Source: an optimization exercise on an open RTL-to-GDS flow (aim: small area, a short achievable clock period and few clock cycles per item). Production flows keep margins and buffers that such runs may drop.
Function was checked by simulation only, so behaviour that the tests miss may differ from the original.
Power and IR drop assume default switching activity.

$ cat flow/flow/run.sh
#!/bin/bash
set -euo pipefail
bash standard.sh SETUP_SLACK_MARGIN=8 finish > standard_flow.log 2>&1
$ cat flow/standard.sh
#!/bin/bash
# synth_recipe.tcl (not shown) runs the flow's synth.tcl, then flattens the netlist and writes it again
# the make line also repeats each setting of config.mk as NAME=value (left out here)
make -C /OpenROAD-flow-scripts/flow DESIGN_CONFIG=/design/flow/config.mk WORK_HOME=/design/flow/orfs CLKGATE_MAP_FILE= SYNTH_SCRIPT=/design/flow/synth_recipe.tcl "${@:-finish}"
$ cat flow/config.mk
export PLATFORM = sky130hd
export DESIGN_NAME = phase_accumulator
export DESIGN_NICKNAME = phase_accumulator
export VERILOG_FILES = /design/flow/design.v
export SDC_FILE = /design/flow/constraint.sdc
export NUM_CORES = 4
export LEC_CHECK = 0
export CAP_MARGIN = 20
export CORE_MARGIN = 2
export CORE_UTILIZATION = 30
export PLACE_DENSITY = 0.5
export SETUP_SLACK_MARGIN = 5
export SLEW_MARGIN = 20
export SYNTH_MEMORY_MAX_BITS = 32768
$ cat flow/constraint.sdc
create_clock -name core_clock -period 12.0 [get_ports {clk}]
set_input_delay 2.4000 -clock core_clock [delete_from_list [all_inputs] [get_ports {clk}]]
set_output_delay 2.4000 -clock core_clock [all_outputs]
set_load 0.01 [all_outputs]
$ cat flow/design.v
module pa_wave_rom (
    input  wire [2:0] sel,
    input  wire [7:0] idx,
    output reg  [7:0] low,
    output reg  [2:0] d0,
    output reg  [2:0] d1,
    output reg  [1:0] dh
);
    wire       h     = idx[7];
    wire [6:0] j     = idx[6:0];
    wire       jz    = (j == 7'd0);
    wire [6:0] q_a   = (j[6] & |j[5:0]) ? (7'd64 - {1'b0, j[5:0]}) : j;
    wire [6:0] q_b   = (h & (jz | (&j))) ? 7'd64 : {1'b0, j[6] ? ~j[5:0] : j[5:0]};
    wire       q_inv = h & !jz;
    wire       q_neg = j[6] ^ h;
    wire       hump  = (idx[7:6] == 2'b00);
    wire [7:0] k     = idx - 8'd64;
    wire [6:0] h_a   = (idx[5] & |idx[4:0]) ? (7'd64 - {1'b0, idx[5:0]}) : {1'b0, idx[5:0]};
    wire [6:0] g_a   = (k > 8'd96) ? (8'd192 - k) : k;
    wire [6:0] h_b   = {2'b00, idx[5] ? ~idx[4:0] : idx[4:0]};
    wire [6:0] g_b   = (k >= 8'd96) ? (8'd191 - k) : k;
    wire       a_neg = hump ? idx[5] : (k >= 8'd96);
    reg  [2:0] tid;
    reg  [6:0] a_lo, a_dl;
    reg        inv, neg;
    always @(*) begin
        if (sel[2] & !sel[1]) begin             
            tid  = hump ? 3'd3 : 3'd4;
            a_lo = hump ? h_a : g_a;
            a_dl = hump ? h_b : g_b;
            inv  = sel[0];
            neg  = a_neg ^ sel[0];
        end else begin                          
            tid  = sel[2] ? 3'd2 : {2'b00, sel[0]};
            a_lo = q_a;
            a_dl = q_b;
            inv  = q_inv;
            neg  = q_neg;
        end
    end
    wire [7:0] t_low;
    wire [5:0] t_dlt;
    pa_wave_tabs u_tabs (.a_lo({tid, a_lo}), .a_dl({tid, a_dl}), .low(t_low), .dlt(t_dlt));
    wire [7:0] s_low = inv ? ~t_low : t_low;
    wire [5:0] s_dlt = t_dlt ^ {neg, 2'b00, neg, 2'b00};
    always @(*) begin
        dh = 2'b00;
        d1 = 3'b000;
        case (sel)
            3'd2: begin                           
                low = {8{~idx[7]}};
                d0  = (&idx[6:0]) ? {idx[7], 2'b01} : 3'b000;
                if (&idx[6:0]) dh = idx[7] ? 2'b01 : 2'b10;
            end
            3'd3: begin                           
                low = idx;
                d0  = 3'b001;
                if (&idx) dh = 2'b10;
            end
            default: begin
                low = s_low;
                d0  = s_dlt[2:0];
                d1  = s_dlt[5:3];
            end
        endcase
    end
endmodule
module pa_interp (
    input  wire [7:0]  low,
    input  wire [2:0]  d0,
    input  wire [2:0]  d1,
    input  wire [1:0]  dh,
    input  wire [15:0] frac,
    output wire [23:0] value
);
    wire [16:0] m0 = d0[1] ? {frac, 1'b0} : d0[0] ? {1'b0, frac} : 17'd0;
    wire [16:0] m1 = d1[1] ? {frac, 1'b0} : d1[0] ? {1'b0, frac} : 17'd0;
    wire [15:0] m2 = (dh[0] | dh[1]) ? frac : 16'd0;
    wire [23:0] r0 = {7'd0, m0} ^ {24{d0[2]}};
    wire [23:0] r1 = {{5'd0, m1} ^ {22{d1[2]}}, 2'b00};
    wire [23:0] r2 = {m2 ^ {16{dh[1]}}, 8'd0};
    assign value = {low, 16'd0} + r0 + r1 + r2 +
                   {15'd0, dh[1], 5'd0, d1[2], 1'b0, d0[2]};
endmodule
module pa_wave_tabs(a_lo, a_dl, low, dlt);
  input [9:0] a_lo;
  wire [9:0] a_lo;
  input [9:0] a_dl;
  wire [9:0] a_dl;
  output [7:0] low;
  wire [7:0] low;
  output [5:0] dlt;
  wire [5:0] dlt;
  wire _0_;
  wire _100_;
  wire _101_;
  wire _102_;
  wire _103_;
  wire _104_;
  wire _105_;
  wire _106_;
  wire _107_;
  wire _108_;
  wire _109_;
  wire _10_;
  wire _110_;
  wire _111_;
  wire _112_;
  wire _113_;
  wire _114_;
  wire _115_;
  wire _116_;
  wire _117_;
  wire _118_;
  wire _119_;
  wire _11_;
  wire _120_;
  wire _121_;
  wire _122_;
  wire _123_;
  wire _124_;
  wire _125_;
  wire _126_;
  wire _127_;
  wire _128_;
  wire _129_;
  wire _12_;
  wire _130_;
  wire _131_;
  wire _132_;
  wire _133_;
  wire _134_;
  wire _135_;
  wire _136_;
  wire _137_;
  wire _138_;
  wire _139_;
  wire _13_;
  wire _140_;
  wire _141_;
  wire _142_;
  wire _143_;
  wire _144_;
  wire _145_;
  wire _146_;
  wire _147_;
  wire _148_;
  wire _149_;
  wire _14_;
  wire _150_;
  wire _151_;
  wire _152_;
  wire _153_;
  wire _154_;
  wire _155_;
  wire _156_;
  wire _157_;
  wire _158_;
  wire _159_;
  wire _15_;
  wire _160_;
  wire _161_;
  wire _162_;
  wire _163_;
  wire _164_;
  wire _165_;
  wire _166_;
  wire _167_;
  wire _168_;
  wire _169_;
  wire _16_;
  wire _170_;
  wire _171_;
  wire _172_;
  wire _173_;
  wire _174_;
  wire _175_;
  wire _176_;
  wire _177_;
  wire _178_;
  wire _179_;
  wire _17_;
  wire _180_;
  wire _181_;
  wire _182_;
  wire _183_;
  wire _184_;
  wire _185_;
  wire _186_;
  wire _187_;
  wire _188_;
  wire _189_;
  wire _18_;
  wire _190_;
  wire _191_;
  wire _192_;
  wire _193_;
  wire _194_;
  wire _195_;
  wire _196_;
  wire _197_;
  wire _198_;
  wire _199_;
  wire _19_;
  wire _1_;
  wire _200_;
  wire _201_;
  wire _202_;
  wire _203_;
  wire _204_;
  wire _205_;
  wire _206_;
  wire _207_;
  wire _208_;
  wire _209_;
  wire _20_;
  wire _210_;
  wire _211_;
  wire _212_;
  wire _213_;
  wire _214_;
  wire _215_;
  wire _216_;
  wire _217_;
  wire _218_;
  wire _219_;
  wire _21_;
  wire _220_;
  wire _221_;
  wire _222_;
  wire _223_;
  wire _224_;
  wire _225_;
  wire _226_;
  wire _227_;
  wire _228_;
  wire _229_;
  wire _22_;
  wire _230_;
  wire _231_;
  wire _232_;
  wire _233_;
  wire _234_;
  wire _235_;
  wire _236_;
  wire _237_;
  wire _238_;
  wire _239_;
  wire _23_;
  wire _240_;
  wire _241_;
  wire _242_;
  wire _243_;
  wire _244_;
  wire _245_;
  wire _246_;
  wire _247_;
  wire _248_;
  wire _249_;
  wire _24_;
  wire _250_;
  wire _251_;
  wire _252_;
  wire _253_;
  wire _254_;
  wire _255_;
  wire _256_;
  wire _257_;
  wire _258_;
  wire _259_;
  wire _25_;
  wire _260_;
  wire _261_;
  wire _262_;
  wire _263_;
  wire _264_;
  wire _265_;
  wire _266_;
  wire _267_;
  wire _268_;
  wire _269_;
  wire _26_;
  wire _270_;
  wire _271_;
  wire _272_;
  wire _273_;
  wire _274_;
  wire _275_;
  wire _276_;
  wire _277_;
  wire _278_;
  wire _279_;
  wire _27_;
  wire _280_;
  wire _281_;
  wire _282_;
  wire _283_;
  wire _284_;
  wire _285_;
  wire _286_;
  wire _287_;
  wire _288_;
  wire _289_;
  wire _28_;
  wire _290_;
  wire _291_;
  wire _292_;
  wire _293_;
  wire _294_;
  wire _295_;
  wire _296_;
  wire _297_;
  wire _298_;
  wire _299_;
  wire _29_;
  wire _2_;
  wire _300_;
  wire _301_;
  wire _302_;
  wire _303_;
  wire _304_;
  wire _305_;
  wire _306_;
  wire _307_;
  wire _308_;
  wire _309_;
  wire _30_;
  wire _310_;
  wire _311_;
  wire _312_;
  wire _313_;
  wire _314_;
  wire _315_;
  wire _316_;
  wire _317_;
  wire _318_;
  wire _319_;
  wire _31_;
  wire _320_;
  wire _321_;
  wire _322_;
  wire _323_;
  wire _324_;
  wire _325_;
  wire _326_;
  wire _327_;
  wire _328_;
  wire _329_;
  wire _32_;
  wire _330_;
  wire _331_;
  wire _332_;
  wire _333_;
  wire _334_;
  wire _335_;
  wire _336_;
  wire _337_;
  wire _338_;
  wire _339_;
  wire _33_;
  wire _340_;
  wire _341_;
  wire _342_;
  wire _343_;
  wire _344_;
  wire _345_;
  wire _346_;
  wire _347_;
  wire _348_;
  wire _349_;
  wire _34_;
  wire _350_;
  wire _351_;
  wire _352_;
  wire _353_;
  wire _354_;
  wire _355_;
  wire _356_;
  wire _357_;
  wire _358_;
  wire _359_;
  wire _35_;
  wire _360_;
  wire _361_;
  wire _362_;
  wire _363_;
  wire _364_;
  wire _365_;
  wire _366_;
  wire _367_;
  wire _368_;
  wire _369_;
  wire _36_;
  wire _370_;
  wire _371_;
  wire _372_;
  wire _373_;
  wire _374_;
  wire _375_;
  wire _376_;
  wire _377_;
  wire _378_;
  wire _379_;
  wire _37_;
  wire _380_;
  wire _381_;
  wire _382_;
  wire _383_;
  wire _384_;
  wire _385_;
  wire _386_;
  wire _387_;
  wire _388_;
  wire _389_;
  wire _38_;
  wire _390_;
  wire _391_;
  wire _392_;
  wire _393_;
  wire _394_;
  wire _395_;
  wire _396_;
  wire _397_;
  wire _398_;
  wire _399_;
  wire _39_;
  wire _3_;
  wire _400_;
  wire _401_;
  wire _402_;
  wire _403_;
  wire _404_;
  wire _405_;
  wire _406_;
  wire _407_;
  wire _408_;
  wire _409_;
  wire _40_;
  wire _410_;
  wire _411_;
  wire _412_;
  wire _413_;
  wire _414_;
  wire _415_;
  wire _416_;
  wire _417_;
  wire _418_;
  wire _419_;
  wire _41_;
  wire _420_;
  wire _421_;
  wire _422_;
  wire _423_;
  wire _424_;
  wire _425_;
  wire _426_;
  wire _427_;
  wire _428_;
  wire _429_;
  wire _42_;
  wire _430_;
  wire _431_;
  wire _432_;
  wire _433_;
  wire _434_;
  wire _435_;
  wire _436_;
  wire _437_;
  wire _438_;
  wire _439_;
  wire _43_;
  wire _440_;
  wire _441_;
  wire _442_;
  wire _443_;
  wire _444_;
  wire _445_;
  wire _446_;
  wire _447_;
  wire _448_;
  wire _449_;
  wire _44_;
  wire _450_;
  wire _45_;
  wire _46_;
  wire _47_;
  wire _48_;
  wire _49_;
  wire _4_;
  wire _50_;
  wire _51_;
  wire _52_;
  wire _53_;
  wire _54_;
  wire _55_;
  wire _56_;
  wire _57_;
  wire _58_;
  wire _59_;
  wire _5_;
  wire _60_;
  wire _61_;
  wire _62_;
  wire _63_;
  wire _64_;
  wire _65_;
  wire _66_;
  wire _67_;
  wire _68_;
  wire _69_;
  wire _6_;
  wire _70_;
  wire _71_;
  wire _72_;
  wire _73_;
  wire _74_;
  wire _75_;
  wire _76_;
  wire _77_;
  wire _78_;
  wire _79_;
  wire _7_;
  wire _80_;
  wire _81_;
  wire _82_;
  wire _83_;
  wire _84_;
  wire _85_;
  wire _86_;
  wire _87_;
  wire _88_;
  wire _89_;
  wire _8_;
  wire _90_;
  wire _91_;
  wire _92_;
  wire _93_;
  wire _94_;
  wire _95_;
  wire _96_;
  wire _97_;
  wire _98_;
  wire _99_;
  wire _9_;
  assign _416_ = ~a_lo[9];
  assign _415_ = ~(a_lo[2] | a_lo[3]);
  assign _414_ = a_lo[0] | a_lo[1];
  assign _413_ = _415_ & ~(_414_);
  assign _412_ = a_lo[4] | a_lo[5];
  assign _411_ = _412_ | a_lo[6];
  assign _410_ = _413_ & ~(_411_);
  assign low[7] = _410_ | _416_;
  assign _409_ = _413_ & ~(a_lo[4]);
  assign _408_ = a_lo[5] & ~(_409_);
  assign _407_ = _408_ | a_lo[6];
  assign _406_ = ~a_lo[7];
  assign _405_ = ~a_lo[5];
  assign _404_ = ~a_lo[1];
  assign _403_ = a_lo[2] | a_lo[3];
  assign _402_ = _404_ & ~(_403_);
  assign _401_ = a_lo[4] & ~(_402_);
  assign _400_ = _405_ & ~(_401_);
  assign _399_ = ~(a_lo[2] | a_lo[1]);
  assign _398_ = a_lo[2] & a_lo[1];
  assign _397_ = _398_ | _399_;
  assign _396_ = ~((_397_ | a_lo[3]) & a_lo[4]);
  assign _395_ = _396_ & ~(a_lo[5]);
  assign _394_ = ~(_395_ | _400_);
  assign _393_ = ~((_394_ & _406_) | _407_);
  assign _392_ = _393_ & ~(a_lo[8]);
  assign _391_ = ~(a_lo[0] ^ a_lo[2]);
  assign _390_ = a_lo[3] & ~(_391_);
  assign _389_ = a_lo[3] & ~(_399_);
  assign _388_ = _389_ | _390_;
  assign _387_ = ~((_388_ & _406_) | _412_);
  assign _386_ = a_lo[4] & a_lo[5];
  assign _385_ = _386_ & ~(_402_);
  assign _384_ = _385_ | a_lo[6];
  assign _383_ = ~a_lo[8];
  assign _382_ = ~a_lo[2];
  assign _381_ = a_lo[0] & a_lo[1];
  assign _380_ = _382_ & ~(_381_);
  assign _379_ = a_lo[3] & ~(_380_);
  assign _378_ = _379_ | _412_;
  assign _377_ = ~((_378_ & a_lo[7]) | _383_);
  assign _376_ = ~((_384_ | _387_) & _377_);
  assign _375_ = ~(_376_ & _416_);
  assign low[6] = ~((_375_ | _392_) & (_407_ | low[7]));
  assign _374_ = ~a_lo[4];
  assign _373_ = _402_ | _374_;
  assign _372_ = a_lo[1] ? a_lo[2] : _391_;
  assign _371_ = _372_ | a_lo[3];
  assign _370_ = _371_ & ~(_373_);
  assign _369_ = a_lo[9] & ~(a_lo[6]);
  assign _368_ = a_lo[5] | ~(a_lo[4]);
  assign _367_ = ~(_368_ & _369_);
  assign _366_ = _367_ | _370_;
  assign _365_ = _374_ & ~(_379_);
  assign _364_ = _398_ | a_lo[3];
  assign _363_ = _364_ & _365_;
  assign _362_ = _400_ & ~(_363_);
  assign _361_ = ~(_362_ & a_lo[7]);
  assign _360_ = ~_398_;
  assign _359_ = ~(a_lo[0] & a_lo[1]);
  assign _358_ = a_lo[2] & ~(_359_);
  assign _357_ = _389_ & ~(_358_);
  assign _356_ = _371_ & ~(_357_);
  assign _355_ = _381_ | _415_;
  assign _354_ = _356_ & ~(_355_);
  assign _353_ = _360_ & ~(_354_);
  assign _352_ = _390_ | a_lo[5];
  assign _351_ = ~a_lo[3];
  assign _350_ = _399_ | _351_;
  assign _349_ = a_lo[5] & ~(a_lo[4]);
  assign _348_ = ~_349_;
  assign _347_ = _350_ & ~(_348_);
  assign _346_ = ~(a_lo[7] | a_lo[6]);
  assign _345_ = ~(_346_ & _368_);
  assign _344_ = _373_ & ~(_345_);
  assign _343_ = _344_ & ~(_347_);
  assign _342_ = ~((_352_ | _353_) & _343_);
  assign _341_ = ~((_342_ & _361_) | _383_);
  assign _340_ = _415_ & ~(_381_);
  assign _339_ = _340_ & ~(a_lo[4]);
  assign _338_ = ~((_339_ | _405_) & (_365_ | _394_));
  assign _337_ = _413_ & ~(_349_);
  assign _336_ = _374_ & ~(_413_);
  assign _335_ = _336_ | _406_;
  assign _334_ = ~(a_lo[8] | a_lo[6]);
  assign _333_ = ~((_335_ | _337_) & _334_);
  assign _332_ = ~((_338_ & _406_) | _333_);
  assign _331_ = _332_ | a_lo[9];
  assign low[5] = ~((_331_ | _341_) & (_366_ | _409_));
  assign _330_ = ~_346_;
  assign _329_ = _358_ | a_lo[3];
  assign _328_ = ~((_329_ | _399_) & a_lo[4]);
  assign _327_ = _328_ & ~(_405_);
  assign _326_ = ~((_353_ | a_lo[4]) & _327_);
  assign _325_ = a_lo[1] & a_lo[3];
  assign _324_ = a_lo[0] | ~(a_lo[2]);
  assign _323_ = ~(_324_ & _325_);
  assign _322_ = ~(a_lo[0] | a_lo[1]);
  assign _321_ = _381_ | _322_;
  assign _320_ = ~((_321_ | a_lo[3]) & _323_);
  assign _319_ = ~(a_lo[0] & a_lo[3]);
  assign _318_ = _382_ & ~(_319_);
  assign _317_ = _318_ | ~(_336_);
  assign _316_ = ~((_317_ | _320_) & (_340_ | _374_));
  assign _315_ = ~(_316_ & _405_);
  assign _314_ = ~((_315_ & _326_) | _330_);
  assign _313_ = a_lo[2] ? _404_ : _381_;
  assign _312_ = _313_ & ~(_351_);
  assign _311_ = _312_ | a_lo[4];
  assign _310_ = _351_ & ~(_313_);
  assign _309_ = ~(_310_ | _311_);
  assign _308_ = _309_ | ~(_395_);
  assign _307_ = ~((_308_ & a_lo[7]) | _383_);
  assign _306_ = _307_ & ~(_314_);
  assign _305_ = _391_ | _351_;
  assign _304_ = _305_ & ~(_389_);
  assign _303_ = ~(a_lo[2] & a_lo[3]);
  assign _302_ = ~(_349_ & _303_);
  assign _301_ = _364_ | _374_;
  assign _300_ = ~_303_;
  assign _299_ = ~((_300_ & a_lo[4]) | a_lo[5]);
  assign _298_ = ~(_299_ & _301_);
  assign _297_ = ~((_298_ | _363_) & (_340_ | _302_));
  assign _296_ = a_lo[7] & ~(a_lo[6]);
  assign _295_ = ~_296_;
  assign _294_ = ~((_412_ & _413_) | _295_);
  assign _293_ = ~((_294_ & _304_) | (_297_ & _346_));
  assign _292_ = ~((_293_ | a_lo[8]) & _416_);
  assign _291_ = ~((_347_ | _370_) & _408_);
  assign _290_ = ~a_lo[6];
  assign _289_ = _409_ | a_lo[5];
  assign _288_ = ~((_289_ | a_lo[3]) & _290_);
  assign _287_ = _291_ & ~(_288_);
  assign _286_ = _402_ & ~(_412_);
  assign _285_ = _286_ | _290_;
  assign _284_ = ~(_285_ & a_lo[9]);
  assign low[4] = ~((_284_ | _287_) & (_292_ | _306_));
  assign _283_ = ~a_lo[0];
  assign _282_ = a_lo[0] & a_lo[2];
  assign _281_ = a_lo[1] & ~(_282_);
  assign _280_ = ~((_281_ & a_lo[3]) | (_303_ & _283_));
  assign _279_ = _280_ & ~(_404_);
  assign _278_ = _374_ & ~(_322_);
  assign _277_ = _278_ & ~(_279_);
  assign _276_ = ~(_277_ | _365_);
  assign _275_ = _380_ | ~(_414_);
  assign _274_ = ~(_275_ | _329_);
  assign _273_ = a_lo[2] & ~(_381_);
  assign _272_ = _273_ | _274_;
  assign _271_ = a_lo[5] & ~(_401_);
  assign _270_ = ~((_272_ | _276_) & _271_);
  assign _269_ = a_lo[1] & ~(a_lo[2]);
  assign _268_ = a_lo[3] & ~(a_lo[0]);
  assign _267_ = _303_ & ~(_268_);
  assign _266_ = ~((_267_ | _269_) & a_lo[4]);
  assign _265_ = ~((_266_ | _310_) & _405_);
  assign _264_ = ~((_265_ | _309_) & _406_);
  assign _263_ = _270_ & ~(_264_);
  assign _262_ = ~((_412_ | _403_) & a_lo[7]);
  assign _261_ = _262_ | ~(_372_);
  assign _260_ = ~(_261_ & _334_);
  assign _259_ = _391_ | a_lo[1];
  assign _258_ = ~(a_lo[0] | a_lo[2]);
  assign _257_ = _404_ ? a_lo[0] : _258_;
  assign _256_ = _257_ | ~(_259_);
  assign _255_ = _256_ | _282_;
  assign _254_ = _255_ & ~(_399_);
  assign _253_ = _276_ | ~(_254_);
  assign _252_ = a_lo[1] | a_lo[3];
  assign _251_ = _252_ & ~(_388_);
  assign _250_ = a_lo[4] & ~(_251_);
  assign _249_ = _405_ & ~(_250_);
  assign _248_ = ~((_249_ & _253_) | _406_);
  assign _247_ = _397_ | _351_;
  assign _246_ = _283_ & ~(_402_);
  assign _245_ = _247_ ? _246_ : a_lo[0];
  assign _244_ = ~(_245_ | _412_);
  assign _243_ = a_lo[2] & ~(a_lo[0]);
  assign _242_ = _243_ ^ _404_;
  assign _241_ = _242_ & ~(a_lo[3]);
  assign _240_ = _374_ & ~(_325_);
  assign _239_ = _240_ & ~(_241_);
  assign _238_ = _252_ & ~(_243_);
  assign _237_ = _238_ & ~(_379_);
  assign _236_ = a_lo[4] & ~(_237_);
  assign _235_ = ~((_236_ | _239_) & a_lo[5]);
  assign _234_ = _301_ | ~(_321_);
  assign _233_ = ~((_234_ | a_lo[5]) & _346_);
  assign _232_ = _233_ | ~(_235_);
  assign _231_ = ~((_232_ | _244_) & a_lo[8]);
  assign _230_ = ~((_231_ | _248_) & (_260_ | _263_));
  assign _229_ = a_lo[5] & ~(_379_);
  assign _228_ = _229_ & _370_;
  assign _227_ = ~((_289_ | a_lo[2]) & (_348_ | _356_));
  assign _226_ = ~((_227_ | _228_) & _290_);
  assign _225_ = a_lo[5] | ~(a_lo[6]);
  assign _224_ = ~(_225_ | _402_);
  assign _223_ = ~((_224_ & _365_) | _416_);
  assign low[3] = ~((_223_ & _226_) | (_230_ & _416_));
  assign _222_ = _402_ | ~(_321_);
  assign _221_ = ~(_222_ & _294_);
  assign _220_ = ~(a_lo[4] & a_lo[3]);
  assign _219_ = a_lo[3] & ~(_256_);
  assign _218_ = _219_ | a_lo[5];
  assign _217_ = ~((_218_ & _412_) | (_254_ & _220_));
  assign _216_ = ~((_320_ & _349_) | _330_);
  assign _215_ = ~((_217_ | _327_) & _216_);
  assign _214_ = ~((_215_ & _221_) | a_lo[8]);
  assign _213_ = a_lo[0] & ~(_364_);
  assign _212_ = _213_ | _266_;
  assign _211_ = ~((_277_ | _365_) & (_321_ | _300_));
  assign _210_ = ~((_211_ & _212_) | a_lo[5]);
  assign _209_ = _391_ & ~(a_lo[3]);
  assign _208_ = _209_ & ~(_399_);
  assign _207_ = _268_ | a_lo[4];
  assign _206_ = _209_ | _322_;
  assign _205_ = _206_ | _312_;
  assign _204_ = ~((_205_ | _374_) & (_207_ | _208_));
  assign _203_ = _274_ | _374_;
  assign _202_ = _281_ | _351_;
  assign _201_ = ~((_202_ & _336_) | a_lo[5]);
  assign _200_ = ~((_201_ & _203_) | (_204_ & a_lo[5]));
  assign _199_ = ~((_200_ & _346_) | _383_);
  assign _198_ = ~((_210_ | _406_) & _199_);
  assign _197_ = ~(_198_ & _416_);
  assign _196_ = a_lo[9] & ~(_285_);
  assign _195_ = _312_ | _373_;
  assign _194_ = ~((_372_ & _351_) | _195_);
  assign _193_ = _358_ | a_lo[4];
  assign _192_ = ~((_193_ | _320_) & a_lo[5]);
  assign _191_ = ~((_192_ | _194_) & (_289_ | a_lo[1]));
  assign _190_ = ~((_191_ & _369_) | (_196_ & _362_));
  assign low[2] = ~((_197_ | _214_) & _190_);
  assign _189_ = ~(a_lo[0] | a_lo[3]);
  assign _188_ = a_lo[4] & ~(_189_);
  assign _187_ = ~(_256_ | _282_);
  assign _186_ = ~((_187_ & _351_) | (_388_ & _360_));
  assign _185_ = _323_ & ~(_207_);
  assign _184_ = ~((_185_ & _371_) | (_186_ & _188_));
  assign _183_ = _243_ | _374_;
  assign _182_ = _183_ & _195_;
  assign _181_ = ~(_189_ | _258_);
  assign _180_ = ~((_240_ & _181_) | _406_);
  assign _179_ = ~((_182_ | _354_) & _180_);
  assign _178_ = ~((_184_ | _330_) & _179_);
  assign _177_ = ~((_255_ | a_lo[3]) & (_304_ | _398_));
  assign _176_ = ~((_177_ & _283_) | (_324_ & _404_));
  assign _175_ = ~((_176_ | _318_) & a_lo[4]);
  assign _174_ = ~(a_lo[4] | a_lo[3]);
  assign _173_ = ~(_346_ & a_lo[5]);
  assign _172_ = ~((_174_ & _259_) | _173_);
  assign _171_ = ~((_172_ & _175_) | (_178_ & _405_));
  assign _170_ = _267_ & ~(_320_);
  assign _169_ = ~(_170_ | _183_);
  assign _168_ = ~((_169_ | _277_) & _405_);
  assign _167_ = _246_ & _247_;
  assign _166_ = _269_ | _258_;
  assign _165_ = _166_ | _329_;
  assign _164_ = _350_ & ~(_374_);
  assign _163_ = ~((_164_ & _165_) | _405_);
  assign _162_ = ~((_167_ | _317_) & _163_);
  assign _161_ = ~((_162_ & _168_) | a_lo[7]);
  assign _160_ = a_lo[0] | ~(a_lo[7]);
  assign _159_ = ~((_160_ | _286_) & _334_);
  assign _158_ = ~((_159_ | _161_) & (_171_ | _383_));
  assign _157_ = ~((_234_ & _396_) | _219_);
  assign _156_ = _243_ & ~(_404_);
  assign _155_ = ~((_156_ | _267_) & (_364_ | _283_));
  assign _154_ = ~((_155_ | a_lo[4]) & a_lo[5]);
  assign _153_ = _325_ & _282_;
  assign _152_ = ~((_153_ | _283_) & (_246_ | a_lo[4]));
  assign _151_ = ~((_152_ | a_lo[5]) & (_154_ | _157_));
  assign _150_ = ~(_151_ & _290_);
  assign _149_ = _251_ | _311_;
  assign _148_ = _328_ & ~(_225_);
  assign _147_ = ~((_148_ & _149_) | _416_);
  assign low[1] = ~((_147_ & _150_) | (_158_ & _416_));
  assign _146_ = _255_ | a_lo[3];
  assign _145_ = _153_ | _374_;
  assign _144_ = ~((_242_ & a_lo[3]) | _145_);
  assign _143_ = a_lo[3] & ~(_321_);
  assign _142_ = ~((_143_ | a_lo[4]) & a_lo[5]);
  assign _141_ = ~((_144_ & _146_) | _142_);
  assign _140_ = _205_ & ~(_143_);
  assign _139_ = _280_ & ~(_412_);
  assign _138_ = _346_ & ~(_139_);
  assign _137_ = ~((_140_ | _368_) & _138_);
  assign _136_ = _137_ | _141_;
  assign _135_ = ~(_279_ | _302_);
  assign _134_ = ~((_135_ | _385_) & _324_);
  assign _133_ = _300_ & ~(_281_);
  assign _132_ = _257_ | _412_;
  assign _131_ = _268_ | _368_;
  assign _130_ = ~((_131_ | _166_) & (_132_ | _133_));
  assign _129_ = _130_ | ~(_134_);
  assign _128_ = ~(_188_ & _403_);
  assign _127_ = _128_ | _143_;
  assign _126_ = _350_ & ~(_156_);
  assign _125_ = _126_ | _207_;
  assign _124_ = _125_ & ~(a_lo[5]);
  assign _123_ = _124_ & _127_;
  assign _122_ = ~((_123_ | _406_) & (_129_ | _330_));
  assign _121_ = _383_ & ~(_410_);
  assign _120_ = ~((_121_ & _136_) | (_122_ & a_lo[8]));
  assign _119_ = _276_ | ~(_155_);
  assign _118_ = a_lo[9] & ~(_225_);
  assign _117_ = _118_ & ~(_236_);
  assign _116_ = _386_ & ~(_390_);
  assign _115_ = ~(_116_ & _146_);
  assign _114_ = ~_273_;
  assign _113_ = _351_ ? _114_ : _242_;
  assign _112_ = ~((_414_ & _415_) | _145_);
  assign _111_ = _336_ | a_lo[5];
  assign _110_ = ~((_111_ | _112_) & _369_);
  assign _109_ = ~((_113_ & _349_) | _110_);
  assign _108_ = ~((_109_ & _115_) | (_117_ & _119_));
  assign low[0] = ~((_120_ | a_lo[9]) & _108_);
  assign _107_ = ~(a_dl[7] | a_dl[6]);
  assign _106_ = ~a_dl[4];
  assign _105_ = ~(a_dl[2] | a_dl[0]);
  assign _104_ = ~(a_dl[2] ^ a_dl[0]);
  assign _103_ = ~((_104_ | a_dl[1]) & a_dl[3]);
  assign _102_ = ~((_103_ | _105_) & _106_);
  assign _101_ = ~((_102_ | a_dl[5]) & _107_);
  assign _100_ = ~(a_dl[2] | a_dl[1]);
  assign _99_ = a_dl[3] & ~(_100_);
  assign _98_ = ~a_dl[1];
  assign _97_ = a_dl[0] | ~(a_dl[2]);
  assign _96_ = ~((_97_ | _98_) & _106_);
  assign _95_ = ~((_96_ | _99_) & a_dl[7]);
  assign _94_ = a_dl[8] & ~(a_dl[9]);
  assign _93_ = ~(_94_ & _95_);
  assign dlt[4] = _101_ & ~(_93_);
  assign _92_ = a_dl[9] & ~(a_dl[6]);
  assign _91_ = ~_92_;
  assign _90_ = ~(a_dl[1] | a_dl[3]);
  assign _89_ = a_dl[2] | a_dl[0];
  assign _88_ = _89_ | a_dl[5];
  assign _87_ = _90_ & ~(_88_);
  assign _86_ = _87_ & ~(_91_);
  assign _85_ = ~_86_;
  assign _84_ = a_dl[2] & a_dl[0];
  assign _83_ = ~((_84_ & a_dl[1]) | a_dl[3]);
  assign _82_ = _83_ & a_dl[2];
  assign _81_ = ~(a_dl[2] | a_dl[3]);
  assign _80_ = a_dl[4] & ~(_81_);
  assign _79_ = _80_ & ~(_82_);
  assign _78_ = ~a_dl[3];
  assign _77_ = a_dl[2] | ~(a_dl[0]);
  assign _76_ = ~((_97_ | _98_) & _77_);
  assign _75_ = ~((_76_ | _100_) & _78_);
  assign _74_ = ~(_75_ | _96_);
  assign _73_ = _74_ | _79_;
  assign _72_ = _73_ | _101_;
  assign _71_ = a_dl[0] & ~(a_dl[2]);
  assign _70_ = _71_ | ~(_99_);
  assign _69_ = a_dl[4] & ~(_70_);
  assign _68_ = ~((_69_ | _95_) & a_dl[8]);
  assign _67_ = _72_ & ~(_68_);
  assign _66_ = _67_ | a_dl[9];
  assign _65_ = a_dl[3] & ~(_71_);
  assign _64_ = a_dl[2] & ~(a_dl[0]);
  assign _63_ = ~((_64_ & a_dl[1]) | _71_);
  assign _62_ = _98_ ? _84_ : _64_;
  assign _61_ = ~((_62_ | _90_) & _63_);
  assign _60_ = ~((_61_ & _65_) | a_dl[4]);
  assign _59_ = a_dl[5] & ~(_60_);
  assign _58_ = _90_ & ~(_77_);
  assign _57_ = _59_ & ~(_58_);
  assign _56_ = _57_ | ~(_107_);
  assign _55_ = ~a_dl[7];
  assign _54_ = _78_ & ~(_63_);
  assign _53_ = _54_ | _102_;
  assign _52_ = a_dl[4] & ~(_105_);
  assign _51_ = ~((_65_ | _83_) & _52_);
  assign _50_ = _51_ & ~(a_dl[5]);
  assign _49_ = ~((_50_ & _53_) | a_dl[6]);
  assign _48_ = ~((_49_ & _87_) | _55_);
  assign _47_ = _48_ | a_dl[8];
  assign _46_ = a_dl[6] | a_dl[9];
  assign _45_ = _46_ | _47_;
  assign _44_ = _56_ & ~(_45_);
  assign dlt[3] = ~((_44_ | _66_) & _85_);
  assign _43_ = ~a_dl[9];
  assign _42_ = ~(a_dl[1] & a_dl[3]);
  assign _41_ = _105_ & ~(_42_);
  assign _40_ = ~(a_dl[4] | a_dl[5]);
  assign _39_ = ~((_40_ & _41_) | _56_);
  assign _38_ = ~((_39_ | _47_) & _43_);
  assign _37_ = ~((_70_ & _80_) | _95_);
  assign _36_ = _50_ & _53_;
  assign _35_ = _36_ | a_dl[6];
  assign _34_ = ~a_dl[5];
  assign _33_ = _74_ | _34_;
  assign _32_ = ~_84_;
  assign _31_ = ~((_42_ | _32_) & _79_);
  assign _30_ = _31_ & ~(_33_);
  assign _29_ = ~((_30_ | _35_) & _55_);
  assign _28_ = _29_ & ~(_37_);
  assign _27_ = a_dl[8] & ~(_28_);
  assign _26_ = _92_ & ~(_87_);
  assign _25_ = _71_ & ~(_42_);
  assign _24_ = ~(_41_ | _54_);
  assign _23_ = ~((_24_ | _106_) & (_25_ | _96_));
  assign _22_ = ~(a_dl[6] & a_dl[9]);
  assign _21_ = _22_ | ~(_23_);
  assign _20_ = _21_ & ~(_26_);
  assign dlt[2] = ~((_27_ | _38_) & _20_);
  assign _19_ = a_dl[3] & ~(_25_);
  assign _18_ = _84_ ? a_dl[1] : _89_;
  assign _17_ = a_dl[0] & ~(_81_);
  assign _16_ = ~((_17_ | _98_) & (_18_ | a_dl[3]));
  assign _15_ = a_dl[0] & ~(_16_);
  assign _14_ = _19_ | ~(_15_);
  assign _13_ = ~((_90_ & _64_) | (_104_ & _106_));
  assign _12_ = ~(_13_ & a_dl[5]);
  assign _11_ = _14_ & ~(_12_);
  assign _10_ = _64_ | _98_;
  assign _9_ = a_dl[0] & ~(a_dl[3]);
  assign _8_ = a_dl[4] & ~(a_dl[5]);
  assign _7_ = ~((_9_ | _10_) & _8_);
  assign _6_ = ~(_7_ | _82_);
  assign _5_ = ~((_6_ & _16_) | _87_);
  assign _4_ = _5_ & ~(_11_);
  assign _3_ = ~_4_;
  assign _2_ = _65_ & ~(_62_);
  assign _1_ = ~((_18_ & _63_) | a_dl[3]);
  assign _0_ = _1_ | _106_;
  assign _450_ = _99_ & ~(_102_);
  assign _449_ = _34_ & ~(_450_);
  assign _448_ = ~((_0_ | _2_) & _449_);
  assign _447_ = ~(_42_ | _84_);
  assign _446_ = _106_ & ~(_105_);
  assign _445_ = ~(_446_ & _61_);
  assign _444_ = ~((_445_ | _447_) & (_6_ | _40_));
  assign _443_ = _105_ | ~(_99_);
  assign _442_ = _443_ & _79_;
  assign _441_ = ~((_442_ | _33_) & _107_);
  assign _440_ = _441_ | _36_;
  assign _439_ = _444_ & ~(_440_);
  assign _438_ = _15_ | ~(_80_);
  assign _437_ = ~((_62_ | _99_) & _106_);
  assign _436_ = _437_ & ~(_55_);
  assign _435_ = ~(_436_ & _438_);
  assign _434_ = ~((_435_ | _37_) & a_dl[8]);
  assign _433_ = ~((_434_ | _439_) & (_448_ | _47_));
  assign dlt[1] = ~((_433_ | _38_) & (_3_ | _91_));
  assign _432_ = _98_ & ~(_104_);
  assign _431_ = _432_ ^ _78_;
  assign _430_ = _431_ | _106_;
  assign _429_ = _430_ & _59_;
  assign _428_ = _448_ & ~(_429_);
  assign _427_ = _19_ | a_dl[4];
  assign _426_ = _75_ & ~(_427_);
  assign _425_ = ~((_32_ | _98_) & _52_);
  assign _424_ = ~((_443_ & _79_) | _425_);
  assign _423_ = ~((_424_ | _426_) & a_dl[5]);
  assign _422_ = ~((_423_ & _444_) | a_dl[6]);
  assign _421_ = _435_ & _94_;
  assign _420_ = ~((_422_ | a_dl[7]) & _421_);
  assign _419_ = ~((_4_ | _91_) & _21_);
  assign _418_ = _420_ & ~(_419_);
  assign dlt[0] = ~((_428_ | _45_) & _418_);
  assign _417_ = ~(_94_ & a_dl[5]);
  assign dlt[5] = ~((_417_ | _72_) & _85_);
endmodule
module pa_fconv #(
    parameter integer KP = 2,           
    parameter integer KF = 6            
) (
    input  wire        clk,
    input  wire        rst,
    input  wire        start,      
    input  wire        is_period,  
    input  wire        is_set,     
    input  wire [31:0] arg,        
    output wire        last,       
    output reg         fin,        
    output reg         fin_set,    
    output wire [23:0] result      
);
    localparam integer KM = (KF > KP) ? KF : KP;
    localparam integer NQ = 24 + KM - 1;          
    localparam [46:0] B = 47'd72057594037927;
    reg          it;         
    reg          per;        
    reg  [4:0]   cyc;        
    reg          sp;         
    reg          sp_max;     
    reg  [23:0]  den;        
    reg  [23:0]  rem;
    reg [NQ-1:0] nq;         
    wire        f_sign = arg[31];
    wire [7:0]  f_exp  = arg[30:23];
    wire [23:0] f_m    = {1'b1, arg[22:0]};
    wire        f_nan  = (&f_exp) && (|arg[22:0]);
    reg         s_sp, s_max;
    reg  [4:0]  s_cyc;
    reg  [2:0]  s_pad;
    reg  [23:0] keep;        
    integer j, n;
    always @(*) begin
        s_cyc = 5'd0;
        s_pad = 3'd0;
        if (!is_period) begin
            s_sp  = f_nan | f_sign | (f_exp >= 8'd136) | (f_exp <= 8'd111);
            s_max = !f_nan & !f_sign & (f_exp >= 8'd136);
            for (n = 0; n < 24; n = n + 1)
                if (f_exp[4:0] == ((112 + n) % 32)) begin
                    s_cyc = n / KF + 1;
                    s_pad = (KF - 1) - (n % KF);
                end
            for (j = 0; j < 24; j = j + 1)
                keep[j] = (f_exp >= 135 - j);
        end else begin
            s_sp  = f_nan | f_sign | (f_exp >= 8'd142) | (f_exp <= 8'd117);
            s_max = !f_nan & (f_sign | (f_exp <= 8'd117));
            for (n = 0; n < 24; n = n + 1)
                if (f_exp[4:0] == ((141 - n) % 32)) begin
                    s_cyc = n / KP + 1;
                    s_pad = (KP - 1) - (n % KP);
                end
            for (j = 0; j < 24; j = j + 1)
                keep[j] = (f_exp <= 118 + j);
        end
    end
    wire [46:0] x_f = {17'd0, f_m[23:18], f_m[17:0], 6'd0};    
    wire [46:0] x_p = B;
    wire [46:0] x   = (is_period ? x_p : x_f) & {23'h7fffff, keep};
    wire [46:0] x_s = x >> s_pad;
    wire [NQ+22:0] x_q = {x, {(KM-1){1'b0}}} >> s_pad;
    assign last = it & (cyc == 5'd1);
    localparam integer KP2 = KP / 2;
    wire [25:0]   d1 = {2'b00, den};
    wire [25:0]   d2 = {1'b0, den, 1'b0};
    reg  [23:0]   pr [0:KP2];
    reg [NQ-1:0]  pq [0:KP2];
    reg  [25:0]   py;
    reg  [26:0]   p1, p2, p3;
    integer i;
    always @(*) begin
        pr[0] = rem;
        pq[0] = nq;
        for (i = 0; i < KP2; i = i + 1) begin
            py = {pr[i], pq[i][NQ-1:NQ-2]};
            p1 = {1'b0, py} - {1'b0, d1};
            p2 = {1'b0, py} - {1'b0, d2};
            p3 = {1'b0, py} - {1'b0, d1} - {1'b0, d2};
            if (!p3[26])      begin pr[i+1] = p3[23:0]; pq[i+1] = {pq[i][NQ-3:0], 2'd3}; end
            else if (!p2[26]) begin pr[i+1] = p2[23:0]; pq[i+1] = {pq[i][NQ-3:0], 2'd2}; end
            else if (!p1[26]) begin pr[i+1] = p1[23:0]; pq[i+1] = {pq[i][NQ-3:0], 2'd1}; end
            else              begin pr[i+1] = py[23:0]; pq[i+1] = {pq[i][NQ-3:0], 2'd0}; end
        end
    end
    localparam integer KF2 = KF / 2;
    reg  [6:0]    fr [0:KF2];
    reg [NQ-1:0]  fq [0:KF2];
    reg  [8:0]    fy;
    integer f;
    always @(*) begin
        fr[0] = rem[6:0];
        fq[0] = nq;
        for (f = 0; f < KF2; f = f + 1) begin
            fy = {fr[f], fq[f][NQ-1:NQ-2]};
            if (fy >= 9'd375)      begin fr[f+1] = fy - 9'd375; fq[f+1] = {fq[f][NQ-3:0], 2'd3}; end
            else if (fy >= 9'd250) begin fr[f+1] = fy - 9'd250; fq[f+1] = {fq[f][NQ-3:0], 2'd2}; end
            else if (fy >= 9'd125) begin fr[f+1] = fy - 9'd125; fq[f+1] = {fq[f][NQ-3:0], 2'd1}; end
            else                   begin fr[f+1] = fy[6:0];     fq[f+1] = {fq[f][NQ-3:0], 2'd0}; end
        end
    end
    always @(posedge clk) begin
        if (rst) begin
            it  <= 1'b0;
            fin <= 1'b0;
        end else begin
            fin <= 1'b0;
            if (start) begin
                sp      <= s_sp;
                sp_max  <= s_max;
                fin_set <= is_set;
                per     <= is_period;
                cyc     <= s_sp ? 5'd1 : s_cyc;
                it      <= 1'b1;
                den     <= f_m;
                rem     <= x_s[46:24];
                nq      <= x_q[NQ-1:0];
            end else if (it) begin
                rem <= per ? pr[KP2] : {17'd0, fr[KF2]};
                nq  <= per ? pq[KP2] : fq[KF2];
                cyc <= cyc - 5'd1;
                if (cyc == 5'd1) begin
                    it  <= 1'b0;
                    fin <= 1'b1;
                end
            end
        end
    end
    wire [23:0] q = nq[23:0];
    assign result = sp ? (sp_max ? 24'h800000 : 24'd1) :
                    (q[23] & |q[22:0]) ? 24'h800000 :
                    (q == 24'd0) ? 24'd1 : q;
endmodule
module phase_accumulator #(
    parameter integer CONV_KP = 2,    
    parameter integer CONV_KF = 6     
) (
    input  wire        clk,
    input  wire        rst,           
    input  wire        tick_valid,
    output wire        tick_ready,
    input  wire        cmd_valid,
    output wire        cmd_ready,
    input  wire [7:0]  cmd_op,
    input  wire [31:0] cmd_arg,
    output reg         rsp_valid,
    output reg         rsp_err,
    output reg  [31:0] rsp_data
);
    localparam [3:0] K_ZERO  = 4'd0;
    localparam [3:0] K_VALUE = 4'd1;
    localparam [3:0] K_CNT   = 4'd2;
    localparam [3:0] K_INC   = 4'd3;
    localparam [3:0] K_HALF  = 4'd4;
    localparam [3:0] K_ERR   = 4'd5;
    localparam [3:0] K_MINF  = 4'd8;    
    localparam [3:0] K_MAXF  = 4'd9;
    localparam [3:0] K_MINP  = 4'd10;
    localparam [3:0] K_MAXP  = 4'd11;
    reg [23:0] cnt;
    reg [23:0] inc;
    reg [2:0]  sel;
    reg        crdy;
    reg        trdy;
    assign cmd_ready  = crdy;
    assign tick_ready = trdy;
    wire cfire = cmd_valid & crdy;
    wire tfire = tick_valid & trdy;
    reg       d_set_inc, d_set_cnt, d_tick, d_rst_ph, d_set_wave, d_conv;
    reg [3:0] d_kind;
    always @(*) begin
        d_set_inc = 1'b0; d_set_cnt = 1'b0; d_tick = 1'b0; d_rst_ph = 1'b0;
        d_set_wave = 1'b0; d_conv = 1'b0;
        d_kind = K_ZERO;
        case (cmd_op)
            8'h01: d_set_inc  = 1'b1;
            8'h02: d_kind     = K_INC;
            8'h03: d_set_cnt  = 1'b1;
            8'h04: d_kind     = K_CNT;
            8'h05: d_tick     = 1'b1;
            8'h06: d_rst_ph   = 1'b1;
            8'h07: d_kind     = K_HALF;
            8'h10: d_kind     = K_VALUE;
            8'h11: d_set_wave = 1'b1;
            8'h20, 8'h21, 8'h22, 8'h23: d_conv = 1'b1;
            8'h24: d_kind     = K_MINF;
            8'h25: d_kind     = K_MAXF;
            8'h26: d_kind     = K_MINP;
            8'h27: d_kind     = K_MAXP;
            default: d_kind   = K_ERR;
        endcase
    end
    wire        cv_last, cv_fin, cv_fin_set;
    wire [23:0] cv_result;
    pa_fconv #(.KP(CONV_KP), .KF(CONV_KF)) u_fconv (
        .clk       (clk),
        .rst       (rst),
        .start     (cfire & d_conv),
        .is_period (cmd_op[0]),
        .is_set    (cmd_op[1]),
        .arg       (cmd_arg),
        .last      (cv_last),
        .fin       (cv_fin),
        .fin_set   (cv_fin_set),
        .result    (cv_result)
    );
    wire        cv_wr   = cv_fin & cv_fin_set;
    wire [23:0] inc_eff = cv_wr ? cv_result : inc;
    wire [23:0] sum1 = cnt + inc_eff;
    wire [23:0] sum2 = cnt + {inc_eff[22:0], 1'b0};
    wire        c_tick = cfire & d_tick;
    always @(posedge clk) begin
        if (rst) begin
            cnt  <= 24'd0;
            inc  <= 24'd0;
            sel  <= 3'd0;
            crdy <= 1'b1;
            trdy <= 1'b1;
        end else begin
            if (cfire & d_set_cnt)
                cnt <= cmd_arg[23:0];
            else if (cfire & d_rst_ph)
                cnt <= 24'd0;
            else if (tfire & c_tick)
                cnt <= sum2;
            else if (tfire | c_tick)
                cnt <= sum1;
            if (cfire & d_set_inc)
                inc <= cmd_arg[23:0];
            else if (cv_wr)
                inc <= cv_result;
            if (cfire & d_set_wave)
                sel <= (cmd_arg <= 32'd6) ? cmd_arg[2:0] : 3'd0;
            if (cfire & d_conv) begin
                crdy <= 1'b0;
                trdy <= !cmd_op[1];
            end else if (cv_last) begin
                crdy <= 1'b1;
                trdy <= 1'b1;
            end
        end
    end
    reg        r0_v;
    reg [3:0]  r0_k;
    reg        p1_v;
    reg        p1_val;
    reg        p1_err;
    reg [31:0] p1_d;
    wire [7:0]  w_low;
    wire [2:0]  w_d0, w_d1;
    wire [1:0]  w_dh;
    pa_wave_rom u_rom (.sel(sel), .idx(cnt[23:16]), .low(w_low),
                       .d0(w_d0), .d1(w_d1), .dh(w_dh));
    reg [31:0] rd;
    always @(*) begin
        case (r0_k)
            K_VALUE: rd = {w_low, w_d0, w_d1, w_dh, cnt[15:0]};
            K_CNT:   rd = {8'd0, cnt};
            K_INC:   rd = {8'd0, inc};
            K_HALF:  rd = {31'd0, (cnt > 24'h800000)};
            K_MINF:  rd = 32'h387A0000;
            K_MAXF:  rd = 32'h43FA0000;
            K_MINP:  rd = 32'h3B03126F;
            K_MAXP:  rd = 32'h4683126F;
            default: rd = 32'd0;
        endcase
    end
    wire [23:0] value;
    pa_interp u_interp (.low(p1_d[31:24]), .d0(p1_d[23:21]), .d1(p1_d[20:18]),
                        .dh(p1_d[17:16]), .frac(p1_d[15:0]), .value(value));
    always @(posedge clk) begin
        if (rst) begin
            r0_v      <= 1'b0;
            p1_v      <= 1'b0;
            rsp_valid <= 1'b0;
        end else begin
            r0_v      <= cfire & !d_conv;
            p1_v      <= r0_v;
            rsp_valid <= p1_v | cv_fin;
        end
        r0_k   <= d_kind;
        p1_val <= (r0_k == K_VALUE);
        p1_err <= (r0_k == K_ERR);
        p1_d   <= rd;
        if (cv_fin) begin
            rsp_err  <= 1'b0;
            rsp_data <= cv_fin_set ? 32'd0 : {8'd0, cv_result};
        end else begin
            rsp_err  <= p1_err;
            rsp_data <= p1_val ? {8'd0, value} : p1_d;
        end
    end
endmodule
==> results by group, run 1 <==
Synth
  • Area fraction of the dominant cell type after synthesis: 10.9%
  • Syn_nets: 3385
  • Ranking of synthesized cells by area: dfxtp_1 11%, edfxtp_1 11%, ha_1 11%
  • Synth async-reset ratio: 0%
  • Most common cell in the netlist: nand2_1
  • Synth warnings: 7
  • Post-Syn Instances: 3111
  • Synth cell count leaders: 305 x nand2_1, 301 x nor2_1, 278 x a21oi_1
  • Syn avg cell area: 7.65 um2
  • Ys flop type: dfxtp_1
  • Synth cell types: 95
  • Post-synth EDFFs: 85
  • Cell accounting for the most synthesized area: dfxtp_1
  • Post-Syn Area: 23800 um2
  • #FFs+latches synth: 214
  • Seq/Total Area, Yosys: 21.6%

Critical path
  • Buf+Inv Stages, Crit Path: 3
  • CP most frequent cell: a21o_1
  • Worst setup SP type: register
  • CP required: 12.33 ns
  • Crit path kind: reg2reg
  • Family with the most delay on the worst path: compound AO/OA/AOI/OAI gates
  • Crit end category: register
  • Worst EP arrival: 5.88 ns
  • Slowest stage delay, CP: 0.49 ns
  • CP Max Fanout: 5
  • Crit-path slowest cell: edfxtp_1

Power
  • Seq pwr share: 32.8%
  • Internal: 0.00159 W
  • NetSw: 0.000806 W
  • Clock share of power: 38.6%
  • Pwr Density: 75.1 nW/um2
  • Max VDD drop: 113 uV
  • Switch share: 33.7%
  • Leak Pwr: 12.7 nW
  • Comb pwr share: 28.6%

Cells and area
  • Layout Nets: 3645
  • Share of cells above drive strength 1: 25.3%
  • Area grow syn2layout: 33.9%
  • Fin util: 40.5%
  • Antenna Diode Count: 0

Drt
  • 1st-iter DRT viols: 2306
  • DRC viols: 0
  • TritonRoute pass-1 iters: 6
  • Routed Antenna Nets: 0
  • Vias/cell: 5.78
  • Post-Route WL: 98.1 mm
  • Routed length per instance: 22.1 um
  • Via count: 25.7k

STA
  • Fin. max-slew vios: 0
  • Setup violations, final: 0
  • Final period utilization: 46.2%
  • Fmax: 0.180 GHz
  • Max transition margin: 32.4%
  • Final hold vios: 0
  • Fin crit period: 5.55 ns
  • RSZ-0062 raised after global routing: true
  • Worst slew pin tran: 1.01 ns
  • Setup TNS: 0 ns
  • Final Skew: 0.0379 ns

Clock network
  • Inserted Clock Buffers: 29
  • Clk buf depth: 3
  • Clk slew on worst S/H paths: 0.07 ns
  • Clk Latency, worst-skew pair: 0.61 ns
  • CTS Sinks: 214
  • CTS tree: built
  • CTS hold repair buffers: 0
  • H-tree Lvls: 1
  • Root Driver: clkbuf_16

Place
  • Placer Congestion: 0.914
  • Post-DP HPWL: 66.7 mm
  • Number of port buffers: 79

Global route
  • GRT Total Usage: 22.9%
  • Largest net degree at the start of global routing: 63
  • First-pass GRT wire length: 148 mm
  • Vias in the first global route: 24.1k
  • Initial antenna violation count: 2
  • Total gr overflow: 0

Die
  • Num ports: 80
  • Core footprint: 78700 um2
  • Die Area: 81600 um2
  • Num rows: 103
  • Die height: 286 um
  • Die width: 286 um
  • Initial Util: 30.2%

Job
  • Max cap viols: 0

Min path
  • Worst min path class: reg2reg

Run status
  • Run status: no timing/DRC/antenna violations
## cells by family (layout without fill, tap and decap cells)
group	after synthesis	count (layout)	synth area share, %
XOR/XNOR	198	198	7.42
AND/OR/NAND/NOR	991	995	19.4
buffers and inverters	296	569	4.77
AO/OA/AOI/OAI	1054	1057	28.4
multiplexers	128	128	5.49
flip-flops	214	214	21.6
adder cells (fa/ha/maj)	230	230	13.0
## metal layers
layer	vias up	GRT usage (%)	part of all wire, %
met1	12500	32.4	45
met2	974	37.3	46
li1	12000	-	-
met3	192	2.28	6.3
met5	-	0	0
met4	0	5.72	3.0
## what timing repair did
action                                  in CTS  in global routing
cloned                                      18                  0
endpoints found under the setup margin     230                148
endpoints found under the hold margin        0                  0
buffers inserted                           183                 95
resized for setup                          369                284
pin swaps                                  142                183
## power groups by stage
stage          Sequential [W]  Combinational [W]  Clock [W]
2_1_floorplan        0.000791           0.000366          0
3_3_place_gp         0.000804           0.000512          0
3_5_place_dp         0.000804           0.000506          0
4_1_cts              0.000783           0.000585   0.000943
5_1_grt              0.000785           0.000730   0.000968
6_report             0.000785           0.000685   0.000923
## final cells by class
class / count / area [um2]
clock buffers: 41 / 863
flip-flops and latches: 214 / 5180
multi-input cells: 2608 / 20100
well taps: 1050 / 1310
inverters: 112 / 487
repair buffers: 405 / 3780
repair inverters: 1 / 7.51
clock inverters: 10 / 124
fillers: 7969 / 46900
## path summary, 6_finish.rpt
check                                    start         endpoint  slack (ns)  cells past startpoint
worst max-delay path            u_fconv.nq[28]  u_fconv.rem[15]        6.45                     26
worst min-delay path                      r0_v             p1_v        0.45                      1
worst max register to register  u_fconv.nq[28]  u_fconv.rem[15]        6.45                     26
worst min register to register            r0_v             p1_v        0.45                      1
## flip-flops by register name, summed over array words and instances (netlist names), 3 cells and up
register	cells
rsp_data	32
u_fconv.den	23
inc	24
sel	3
p1_d	32
u_fconv.nq	29
r0_k	4
u_fconv.cyc	5
cnt	24
u_fconv.rem	24
## cell usage in the layout (no fill, tap or decap), types with 17 or more instances in the layout
| master | netlist | layout |
|---|---|---|
| a21o_1 | 56 | 53 |
| a21oi_2 | 0 | 57 |
| a21oi_1 | 278 | 207 |
| a211oi_2 | 2 | 23 |
| o21ai_2 | 0 | 24 |
| edfxtp_1 | 85 | 85 |
| nand3_1 | 57 | 51 |
| fa_1 | 27 | 24 |
| o22ai_1 | 22 | 18 |
| a211o_1 | 22 | 22 |
| or2_2 | 22 | 22 |
| ha_1 | 203 | 165 |
| inv_1 | 105 | 90 |
| o21bai_1 | 20 | 18 |
| nor2_4 | 0 | 20 |
| and2_1 | 31 | 29 |
| o21ai_1 | 5 | 72 |
| nor2_1 | 301 | 273 |
| a31oi_1 | 43 | 38 |
| buf_4 | 2 | 258 |
| a22oi_1 | 46 | 40 |
| nand4_1 | 17 | 17 |
| o21a_1 | 24 | 23 |
| nor3_1 | 85 | 79 |
| a211oi_1 | 67 | 42 |
| clkbuf_16 | 0 | 33 |
| ha_4 | 0 | 27 |
| mux2i_1 | 108 | 101 |
| o21ai_0 | 257 | 159 |
| nand2_1 | 305 | 292 |
| xnor2_1 | 134 | 123 |
| or3_1 | 24 | 19 |
| nor2b_1 | 27 | 20 |
| clkdlybuf4s50_1 | 0 | 38 |
| buf_6 | 1 | 43 |
| nand2b_1 | 35 | 28 |
| xor2_1 | 60 | 56 |
| dfxtp_1 | 129 | 114 |
| o211ai_1 | 40 | 40 |
## stage by stage
step / hold slack (ns) / cell area [um2] / instances / setup WS (ns) / power (W)
finish: 0.451 / 31900 / 4441 / 6.45 / 0.00239
global route: 0.464 / 31900 / 4441 / 6.22 / 0.00248
CTS: 0.458 / 30000 / 4346 / 6.61 / 0.00231
detailed placement: 0.454 / 26100 / 4094 / 5.76 / 0.00131
global placement: 0.436 / 26100 / 4094 / 5.78 / 0.00132
floorplan: 0.411 / 24700 / 3111 / 6.78 / 0.00116
## worst register-to-register path: cells and delay by family (launching register included)
kind | cells | cell delay, ns
DFF | 1 | 0.49
AOI/OAI and AO/OA | 17 | 3.26
and+or+nand+nor | 3 | 0.29
buffers and inverters | 3 | 0.49
xor gates and xnor gates | 1 | 0.14
adders and majority gates | 2 | 0.60
Testbench counts, summed over its fixed seeds: cycles 35,512, cmds 24,000.
==> run 2, diff against run 1 <==
--- a/flow/design.v
+++ b/flow/design.v
@@ -1118,26 +1118,27 @@
             fin <= 1'b0;
         end else begin
             fin <= 1'b0;
-            if (start) begin
-                sp      <= s_sp;
-                sp_max  <= s_max;
-                fin_set <= is_set;
-                per     <= is_period;
-                cyc     <= s_sp ? 5'd1 : s_cyc;
-                it      <= 1'b1;
-                den     <= f_m;
-                rem     <= x_s[46:24];
-                nq      <= x_q[NQ-1:0];
-            end else if (it) begin
-                rem <= per ? pr[KP2] : {17'd0, fr[KF2]};
-                nq  <= per ? pq[KP2] : fq[KF2];
-                cyc <= cyc - 5'd1;
-                if (cyc == 5'd1) begin
-                    it  <= 1'b0;
-                    fin <= 1'b1;
-                end
+            if (!it)
+                it <= start;
+            else if (cyc == 5'd1) begin
+                it  <= 1'b0;
+                fin <= 1'b1;
             end
         end
+        if (!it) begin
+            sp      <= s_sp;
+            sp_max  <= s_max;
+            fin_set <= is_set;
+            per     <= is_period;
+            cyc     <= s_sp ? 5'd1 : s_cyc;
+            den     <= f_m;
+            rem     <= x_s[46:24];
+            nq      <= x_q[NQ-1:0];
+        end else begin
+            rem <= per ? pr[KP2] : {17'd0, fr[KF2]};
+            nq  <= per ? pq[KP2] : fq[KF2];
+            cyc <= cyc - 5'd1;
+        end
     end
     wire [23:0] q = nq[23:0];
     assign result = sp ? (sp_max ? 24'h800000 : 24'd1) :
==> flow/flow/run.sh (replaced) <==
#!/bin/bash
set -euo pipefail
bash standard.sh SETUP_SLACK_MARGIN=6 finish > standard_flow.log 2>&1
==> run 2 against run 1 <==
Against the previous run: wire length decreased by 12%; register-to-register slack got worse by 0.13 ns; core utilization decreased by 6.2 points; synthesized cell count increased by 0.23%; largest power group is now combinational logic; fmax down 2.3%; worst hold slack worse by 0.0080 ns; area after synthesis decreased by 1.7%.
==> results by group, run 2 <==
Place
  • Pre-CTS setup slack: 5.42 ns (-0.347 ns)
  • Placer Congestion: 0.882 (-3.5%)
  • Post-DP HPWL: 64.9 mm (-2.7%)
  • Number of port buffers: 79 (unchanged)
  • Placed inst area: 25100 um2 (-4.0%)

Drt
  • Post-Route WL: 86.1 mm (-12%)
  • Via count: 23.6k (-8.3%)
  • 1st-iter DRT viols: 2195 (-4.8%)
  • Routed length per instance: 20.7 um (-6.5%)
  • Vias/cell: 5.65 (-2.3%)
  • DRC viols: 0 (unchanged)
  • TritonRoute pass-1 iters: 5 (-1)
  • Routed Antenna Nets: 0 (unchanged)

STA
  • Setup TNS: 0 ns (unchanged)
  • Fin. max-slew vios: 0 (unchanged)
  • Setup violations, final: 0 (unchanged)
  • Fin crit period: 5.68 ns (+0.133 ns)
  • Final Skew: 0.0701 ns (+0.0323 ns)
  • Final WS setup: 6.32 ns (-0.133 ns)
  • Worst slew pin tran: 1.07 ns (+0.0525 ns)
  • Worst hold margin: 0.443 ns (-0.00797 ns)
  • Final hold vios: 0 (unchanged)
  • RSZ-0062 raised after global routing: true
  • Final period utilization: 47.3% (+1.1 points)
  • Max transition margin: 28.9% (-3.5 points)
  • Fmax: 0.176 GHz (-2.3%)

Cells and area
  • Commonest non-fill, non-tap cell in the layout: nor2_1
  • Post-route cell area: 26500 um2 (-17%)
  • Commonest non-fill, non-tap cells in the layout: 323 x nor2_1, 274 x nand2_1, 266 x a21oi_1, 228 x o21ai_0, 202 x ha_1
  • Share of cells above drive strength 1: 7.99% (-17 points)
  • Fillers: 8373 (+5.1%)
  • Layout Nets: 3378 (-7.3%)
  • Area taken by flip-flops and latches: 4560 um2 (-12%)
  • Area of the multi-input gates: 17900 um2 (-11%)
  • Largest regs: p1_d: 32 flops, rsp_data: 32 flops, u_fconv.nq: 29 flops
  • Area grow syn2layout: 13.3%

Critical path
  • Reg-to-reg setup timing slack: 6.32 ns (-0.13 ns)
  • Crit path kind: reg2reg
  • Reg2reg end: u_fconv.rem[2]
  • Crit end category: register
  • CP Max Fanout: 19 (+14)
  • Worst EP arrival: 6.14 ns (+0.26 ns)
  • Reg2reg start: u_fconv.den[1]
  • Worst setup SP type: register
  • Depth of the most critical reg-to-reg path: 23 (-12%)
  • CP required: 12.46 ns (+0.13 ns)

Min path
  • Worst min path class: reg2reg
  • Hold worst-path end: p1_v
  • Hold_sp: r0_v
  • Hold Crit Depth: 1 (unchanged)

Die
  • Core footprint: 77300 um2 (-1.8%)
  • Die width: 283 um (-0.84%)
  • Num rows: 102 (-0.97%)
  • Initial Util: 30.2% (about the same)
  • Die height: 283 um (-0.84%)
  • Die Area: 80200 um2 (-1.7%)
  • Num ports: 80 (unchanged)

Synth
  • Syn avg cell area: 7.50 um2 (-1.9%)
  • #FFs+latches synth: 214 (unchanged)
  • Syn_nets: 3392 (+0.21%)
  • Seq/Total Area, Yosys: 19.5% (-2.1 points)
  • Synth cell types: 108 (+14%)
  • Area fraction of the dominant cell type after synthesis: 16.0% (+5.2 points)
  • Post-synth EDFFs: 27 (-68%)
  • Synth warnings: 7 (unchanged)
  • Post-Syn Instances: 3118 (+0.23%)
  • Post-Syn Area: 23400 um2 (-1.7%)
  • Most common cell in the netlist: nor2_1
  • Synth async-reset ratio: 0% (unchanged)
  • Cell accounting for the most synthesized area: dfxtp_1
  • Ranking of synthesized cells by area: dfxtp_1 16%, ha_1 11%, a21oi_1 5.7%
  • Ys flop type: dfxtp_1
  • Synth cell count leaders: 323 x nor2_1, 276 x nand2_1, 267 x a21oi_1

Clock network
  • CTS tree: built
  • CTS Sinks: 214 (unchanged)
  • H-tree Lvls: 1 (unchanged)
  • Inserted Clock Buffers: 30 (+3.4%)
  • Clk slew on worst S/H paths: 0.06 ns (about the same)
  • CTS hold repair buffers: 0 (unchanged)
  • Clk buf depth: 3 (unchanged)
  • Root Driver: clkbuf_16
  • Clk Latency, worst-skew pair: 0.64 ns (+0.03 ns)

Power
  • Pwr Density: 114 nW/um2 (+52%)
  • Leak Pwr: 10.9 nW (-14%)
  • Max VDD drop: 129 uV (+14%)
  • Final total power: 0.00302 W (+26%)

Global route
  • Initial antenna violation count: 1 (-1)
  • Vias in the first global route: 22.1k (-8.3%)
  • GRT Total Usage: 20.6% (-2.4 points)
  • Total gr overflow: 0 (unchanged)
  • Largest net degree at the start of global routing: 60 (-4.8%)
  • First-pass GRT wire length: 132 mm (-10%)

Job
  • Max cap viols: 0 (unchanged)

Run status
  • Run status: no timing/DRC/antenna violations
run 2: cell count changes in the layout (fill, tap and decap cells not counted), moves of 58 or more:
cell | previous run | this run
a21oi_1 | 207 | 266
buf_4 | 258 | 57
dfxtp_1 | 114 | 181
edfxtp_1 | 85 | 27
o21ai_0 | 159 | 228
o21ai_1 | 72 | 14
run 2: how the worst max path moves through the flow:
stage	from	endpoint	slack, ns
3_3_place_gp	u_fconv.den[1]	u_fconv.rem[2]	5.44
5_1_grt	p1_d[23]	rsp_data[22]	5.90
4_1_cts	u_fconv.nq[28]	u_fconv.rem[2]	5.98
2_1_floorplan	u_fconv.den[1]	u_fconv.rem[18]	6.50
6_report	u_fconv.den[1]	u_fconv.rem[2]	6.32
3_5_place_dp	u_fconv.den[1]	u_fconv.rem[2]	5.42
run 2: cell type report:
cell class	instances	share of cell area (%)
multi-input cells	2597	67.5
clock inverters	20	0.911
flip-flops and latches	214	17.2
inverters	124	1.77
repair buffers	137	4.64
diodes	1	0.00944
clock buffers	36	3.04
well taps	1040	4.91
run 2: per-stage QoR:
step / std cells / utilization, %
2_1_floorplan: 3118 / -
3_3_place_gp: 4094 / 32.5
3_5_place_dp: 4094 / 32.5
4_1_cts: 4161 / 34.0
5_1_grt: 4168 / 34.3
6_report: 4169 / 34.3
run 2: layer usage:
metal | share of wire (%) | GRT usage [%] | up-vias | wire, um
met1 | 48 | 29.9 | 11200 | 41300
met5 | 0 | 0 | - | 0
met2 | 43 | 31.8 | 792 | 37200
li1 | - | - | 11400 | -
met3 | 6.0 | 2.52 | 143 | 5140
met4 | 2.8 | 5.45 | 0 | 2400
run 2: cell families (layout without fill, tap and decap cells):
kind of cell,count (synthesis),count (layout),share of synthesized area [%]
flops,214,214,19.5
compound gates,1035,1035,29.1
fa+ha+maj,230,230,13.2
other cells,0,1,0
mux,134,134,5.85
simple gates,1012,1013,20.2
buf+inv,308,317,5.09
xor+xnor,185,185,7.06
run 2: what timing repair did:
action / CTS / global route
cloned: 0 / 1
pin swaps: 4 / 7
endpoints found under the hold margin: 0 / 0
endpoints found under the setup margin: 26 / 39
gates resized for setup: 13 / 43
setup buffers: 11 / 5
run 2: report_power, final:
part           total [W]  leakage [nW]  internal, W  switching, W
clock network   0.000947         0.505     0.000551      0.000396
registers       0.000828          1.81     0.000759     0.0000692
logic            0.00125          8.55     0.000484      0.000761
total            0.00302          10.9      0.00179       0.00123
run 2: critical path, cell delays in order (launching register included):
cell       delay (ns)
edfxtp_1         0.42
inv_2            0.12
ha_1             0.22
nor2b_1          0.15
o31a_1           0.29
o41ai_2          0.35
o21ai_1          0.15
or4_4            0.44
a41o_4           0.31
a21o_1           0.18
a21oi_1          0.16
xnor2_1          0.16
ha_2             0.35
o21a_1           0.25
a2111oi_4        0.36
nor3_2           0.11
a31oi_2          0.27
a31oi_1          0.11
o21a_2           0.25
nand2_4          0.16
buf_12           0.19
mux2i_1          0.19
nor2_1           0.05
a211o_1          0.30
Testbench counts of run 2, summed over its fixed seeds: cycles 35,512, cmds 24,000.

port drivers added, routing unchanged:
No port has a modelled driver above. Below, the same layouts with a new extraction and two added sets of constraints.
Step 1 sets driving cells, clkbuf_16 on the clock port and buf_2 on the other inputs (assumed; they add their load-dependent delay and slew).
Step 2 also shifts input and output timing later by t, the mid clock arrival at the registers, as if the neighbouring blocks saw the same clock.
Slacks: ideal / step 1 / step 2; pairs: ideal / step 1.
run	t (ns)	setup WS [ns]	worst slew at a driven data input, ns	pins driven straight from the clock port
run 1	0.655	6.453 / 6.453 / 6.453	0.06	1
run 2	0.666	6.320 / 6.320 / 5.936	0.06	1
After both steps setup and hold are still met in every run listed. For run 2, which loses most, drivers alone change the setup slack by 0.000 ns; drivers and shift together by -0.384 ns.
